Source: an optimization exercise on an open RTL-to-GDS flow (aim: small area, a short achievable clock period and few clock cycles per item). Production flows keep margins and buffers that such runs may drop. Function was checked by simulation only, so behaviour that the tests miss may differ from the original. Power is estimated from default activity; no workload was simulated.

<file path="run.sh">
#!/bin/bash
# synth_recipe.tcl (not shown) runs the flow's synth.tcl, then flattens the netlist and writes it again
# the make line also repeats each setting of config.mk as NAME=value (left out here)
make -C /OpenROAD-flow-scripts/flow DESIGN_CONFIG=/design/flow/config.mk WORK_HOME=/design/flow/orfs CLKGATE_MAP_FILE= SYNTH_SCRIPT=/design/flow/synth_recipe.tcl finish
</file>
<file path="config.mk">
export PLATFORM = sky130hd
export DESIGN_NAME = ibc_pkb_enc
export DESIGN_NICKNAME = ibc_pkb_enc
export VERILOG_FILES = /design/flow/design.v
export SDC_FILE = /design/flow/constraint.sdc
export NUM_CORES = 4
export LEC_CHECK = 0
export CAP_MARGIN = 20
export CORE_MARGIN = 2
export CORE_UTILIZATION = 40
export PLACE_DENSITY = 0.6
export SLEW_MARGIN = 20
</file>
<file path="constraint.sdc">
create_clock -name core_clock -period 10.0 [get_ports {clk}]
set_input_delay 2.0000 -clock core_clock [delete_from_list [all_inputs] [get_ports {clk}]]
set_output_delay 2.0000 -clock core_clock [all_outputs]
set_load 0.01 [all_outputs]
</file>
<file path="design.v">
module ibc_pkb_enc (
    input  wire       clk,
    input  wire       rst,         
    input  wire       in_valid,
    output wire       in_ready,
    input  wire [7:0] in_data,
    input  wire       in_last,
    output wire       out_valid,
    input  wire       out_ready,
    output reg  [7:0] out_data,
    output reg        out_last
);
    localparam [1:0] EM_NONE = 2'd0, EM_CTRL = 2'd1, EM_LIT = 2'd2, EM_RUNV = 2'd3;
    reg [7:0] buf_mem [0:127];
    reg [7:0] lit_len;             
    reg       pend;
    reg [7:0] pv;
    reg       run;
    reg [7:0] rv;
    reg [7:0] rc;                  
    reg [1:0] em;
    reg       em_is_run;           
    reg [6:0] em_idx;              
    reg       flushing;            
    wire emitting = (em != EM_NONE);
    assign in_ready  = !emitting && !flushing;
    assign out_valid = emitting;
    wire in_fire  = in_valid && in_ready;
    wire out_fire = out_valid && out_ready;
    wire tok_end = (em == EM_RUNV) || (em == EM_LIT && {1'b0, em_idx} == lit_len - 8'd1);
    wire nothing_after = em_is_run ? !pend : (!run && !pend);
    always @(*) begin
        case (em)
            EM_CTRL: out_data = em_is_run ? (8'd1 - rc) : (lit_len - 8'd1);
            EM_LIT:  out_data = buf_mem[em_idx];
            EM_RUNV: out_data = rv;
            default: out_data = 8'd0;
        endcase
        out_last = flushing && tok_end && nothing_after;
    end
    always @(posedge clk) begin
        if (rst) begin
            lit_len  <= 8'd0;
            pend     <= 1'b0;
            run      <= 1'b0;
            em       <= EM_NONE;
            em_is_run <= 1'b0;
            em_idx   <= 7'd0;
            flushing <= 1'b0;
        end else if (emitting) begin
            if (out_fire) begin
                case (em)
                    EM_CTRL: em <= em_is_run ? EM_RUNV : EM_LIT;
                    EM_LIT: begin
                        if ({1'b0, em_idx} == lit_len - 8'd1) begin
                            em      <= EM_NONE;
                            lit_len <= 8'd0;
                            em_idx  <= 7'd0;
                        end else begin
                            em_idx <= em_idx + 7'd1;
                        end
                    end
                    default: begin           
                        em  <= EM_NONE;
                        run <= 1'b0;
                    end
                endcase
            end
        end else if (flushing) begin
            if (lit_len != 8'd0) begin
                if (pend && lit_len != 8'd128) begin
                    buf_mem[lit_len[6:0]] <= pv;
                    lit_len <= lit_len + 8'd1;
                    pend    <= 1'b0;
                end else begin
                    em        <= EM_CTRL;
                    em_is_run <= 1'b0;
                end
            end else if (run) begin
                em        <= EM_CTRL;
                em_is_run <= 1'b1;
            end else if (pend) begin
                buf_mem[0] <= pv;
                lit_len    <= 8'd1;
                pend       <= 1'b0;
            end else begin
                flushing <= 1'b0;
            end
        end else if (in_fire) begin
            if (in_last)
                flushing <= 1'b1;
            if (run) begin
                if (in_data == rv) begin
                    rc <= rc + 8'd1;
                    if (rc == 8'd127) begin
                        em        <= EM_CTRL;
                        em_is_run <= 1'b1;
                    end
                end else begin
                    em        <= EM_CTRL;
                    em_is_run <= 1'b1;
                    pend      <= 1'b1;
                    pv        <= in_data;
                end
            end else if (!pend) begin
                pend <= 1'b1;
                pv   <= in_data;
            end else if (in_data == pv) begin
                run  <= 1'b1;
                rv   <= pv;
                rc   <= 8'd2;
                pend <= 1'b0;
                if (lit_len != 8'd0) begin
                    em        <= EM_CTRL;
                    em_is_run <= 1'b0;
                end
            end else begin
                buf_mem[lit_len[6:0]] <= pv;
                lit_len <= lit_len + 8'd1;
                pv      <= in_data;
                if (lit_len == 8'd127) begin
                    em        <= EM_CTRL;
                    em_is_run <= 1'b0;
                end
            end
        end
    end
endmodule
</file>
==> run summary <==
sequential cells by signal (all words and copies together), names as in the netlist, named ones only:
register / count
buf_mem: 1024
em: 2
em_idx: 7
em_is_run: 1
flushing: 1
lit_len: 8
pend: 1
pv: 8
rc: 8
run: 1
rv: 8
cell usage after synthesis, types with 4 or more instances:
master and number:
a21oi_1 40, nand2_1 59, a311oi_1 9, o221ai_1 13
a22o_1 6, nor2b_1 19, dfxtp_1 28, a31oi_1 7
o31ai_1 6, and3_1 5, xor2_1 20, nor4_1 7
nand2b_1 12, xnor2_1 19, nand3_1 34, inv_1 10
edfxtp_1 1048, o211ai_1 8, buf_2 45, a2111oi_0 6
o21ai_0 34, mux4_2 249, nor2_1 167, nor3_1 28
a22oi_1 38, buf_1 6, mux2i_1 66, buf_4 15
ha_1 12, a211oi_1 15, and2_1 6, clkbuf_1 45
or4_1 4, o22ai_1 9, buf_6 14, or3_1 9
nor3b_1 5, nand4_1 15
how the worst max path moves through the flow:
stage,startpoint,end,slack [ns],cells after the start
after floorplan,in_data[4],rc[0]$_SDFFCE_PN0P_,5.48,5
after CTS,flop,out_data[0],2.78,9
after global placement,flop,out_data[3],3.50,8
after detailed placement,flop,out_data[3],3.59,8
after global routing,flop,out_data[0],2.55,9
final,flop,out_data[0],2.77,9
report_power, final:
part           leakage (nW)  switching (mW)  internal (mW)
logic                  2.80           0.142         0.0439
registers              9.66         0.00731           4.95
clock network          1.85            1.73           2.64
total                  14.3            1.88           7.64
per-layer routing:
layer	track usage [%]	up-vias	share of wire [%]
li1	-	9144	-
met1	25.6	11600	42
met2	31.4	797	50
met3	2.80	154	5.9
met4	5.36	0	2.7
met5	0	-	0
cell families (layout without fill, tap and decap cells):
| group | count (synthesis) | count (layout) |
|---|---|---|
| mux | 319 | 319 |
| simple gates | 388 | 388 |
| xor+xnor | 39 | 39 |
| flops | 1076 | 1076 |
| fa+ha+maj | 12 | 12 |
| buf+inv | 142 | 284 |
| compound gates | 216 | 216 |
layout make-up:
cell class                 count  share of cell area, %
clock buffer                 128                   5.80
multi-input combinational    974                   21.1
inverter                      11                 0.0850
timing repair buffer          69                   1.33
tap                         1403                   3.61
sequential                  1076                   65.9
clock inverter                76                   2.17
worst reg2reg max path: stages, from the launching register on:
cell	delay, ns
dfxtp_1	0.89
nor2_1	0.43
nand2_1	0.27
nand4_1	0.19
o31ai_4	0.22
nand2b_2	0.15
or4_2	1.08
nor2_1	0.90
==> flow_summary.yaml <==
run_status:
  status: "finished clean"
layout:
  fin_nets: 2266
  seq_area_um2: 32000
  layout_common_cells: "edfxtp_1 (1,048), mux4_2 (249), nor2_1 (164), clkbuf_16 (110), mux2i_1 (66)"
  multi_input_area_um2: 10200
  n_fill_cell: 8987
  instances_no_fill: 3737
  post-route-util_pct: 45.5
  n_antenna_cell: 0
  drive_gt1_share_pct: 21.1
  area_delta_synth_final_pct: 12.9
  final_common_cell: "edfxtp_1"
  final_cell_area_um2: 48600
cts:
  numCtsBuffers: 109
  cts_resized: 0
  root_buffer: "clkbuf_16"
  holdBufCountCts: 0
  cts_tree: "built"
  cts_num_sinks: 1076
  clkSlewWorstSetupHoldPaths_ns: 0.06
  clkLatencyLatePin_ns: 0.69
  cts_buffer_depth: 3
  cts_setup_buffers: 0
  htreeDepth: 3
synthesis:
  synth-main-ff-cell: "edfxtp_1"
  yosysWarnings: 1
  synthTopCellsByArea: "edfxtp_1 (73%), mux4_2 (13%), mux2i_1 (1.5%), nor2_1 (1.5%), dfxtp_1 (1.3%)"
  synthCells: 2192
  synthMuxAreaShare_pct: 14.7
  synth_edf_count: 1048
  synth-async-reset-ratio_pct: 0
  synth.distinct_cells: 75
  syn-cell-area_um2: 43100
  synth.net_count: 2217
  synth-xor-area-share_pct: 0.793
  synth_top_family_by_area: "multiplexers"
  yosys.area.top_type_share_pct: 73.1
  synth_adder_area_share_pct: 0.349
  ys_ff_latch: 1076
  yosys.area_share.simple_pct: 4.33
  yosys.area.top_type: "edfxtp_1"
  synth-compound-area-share_pct: 3.58
  synth_area_per_cell_um2: 19.6
  seq_area_frac_synth_pct: 74.4
drt:
  wire_per_inst_um: 27.8
  drtPass1Iterations: 7
  routed_via_density: 5.80
  first_iter_violations: 2312
  drcViolationCount: 0
  vias: 21700
  ant_nets: 0
  wl_um: 104000
timing:
  relSlewSlack_pct: 24.6
  final_max_slew_viol_count: 0
  min_period_ns: 7.23
  max_freq_ghz: 0.138
  whs_ns: 0.529
  worst_slew_pin_slew_ns: 1.13
  finalHoldViolations: 0
  layout_setup_ws_ns: 2.77
  clock_skew_ns: 0.0324
  report.final.setup_viol: 0
  grt_setup_unrepaired: "no"
  min_period_over_period_pct: 72.3
  fin_tns_setup_ns: 0
place:
  dpl.hpwl_um: 62500
  dpl_cell_area_um2: 44700
  dp_slack_ns: 3.59
  place_inst: 3532
  gp_congestion: 0.827
  io_buffers: 23
min_path:
  hold_path_class: "reg -> reg"
  hp-start: "em[1]$_SDFFE_PP0P_"
  hold_depth: 2
  holdPathEnd: "em[1]$_SDFFE_PP0P_"
pwr:
  powerDensity_nw_per_um2: 196
  max-vdd-ir-drop_mv: 0.147
  power_mw: 9.52
  p_leak_nw: 14.3
critical_path:
  r2r_setup_slack_ns: 5.48
  r2r-end: "buf_mem[27][1]$_DFFE_PP_"
  ff2ff_path_depth: 7
  cp_data_arrival_time_ns: 5.23
  critPathSlowestCell: "dfxtp_4"
  crit_chain: "buf_12, nand2_1, o21ai_0, o32ai_1, a21oi_1, nor4_1, a2111oi_0, buf_4, clkdlybuf4s50_1"
  slowest_delay_ns: 0.78
  critPathKind: "reg -> out"
  path_buf_inv: 3
  crit_fanout: 93
  cp-end-kind: "output pin"
  critPathLaunchType: "flop"
  path_delay_family: "compound AO/OA/AOI/OAI gates"
  reg2reg_from: "lit_len[3]$_SDFFE_PP0P_"
  worstPathRequired_ns: 8.00
global_route:
  grt_max_degree: 94
  grt_use_total_pct: 18.8
  gr-total-overflow: 0
  grt_pass1_wl_um: 153000
  grt_pass1_vias: 22200
  antenna_found_initial: 0
floorplan:
  placementRows: 120
  fp.coreArea_um2: 107000
  die_area_um2: 110000
  io_pins: 24
  chipHeight_um: 332
  die_w_um: 332
  start_util_pct: 40.3
run:
  cap_violations: 0
Testbench counts, summed over its fixed seeds: cycles 264,652, bytes 189,906.

==> static timing again, ports no longer ideal <==
Ports are ideal in the flow. The routed layout listed here was re-timed in OpenROAD. Step 1 sets driving cells, clkbuf_16 on the clock port and buf_2 on the other inputs (assumed; they add their load-dependent delay and slew). Step 2 times the ports against the registers' clock, not the clock port: input delays grow and output delays shrink by t, the midpoint of the rising clock arrivals with the driver on. Slacks: no drivers / after step 1 / after step 2; pairs: no drivers / after step 1.
shift t [ns]: 0.747
setup slack, ns: 2.771 / 2.701 / 3.448
worst hold slack (ns): 0.529 / 0.529 / 0.529
worst setup path after step 2: register to output
pins driven straight from the clock port: 1
After both steps setup and hold are still met in this run. For this run, drivers alone change the setup slack by -0.070 ns; drivers and shift together by +0.677 ns.
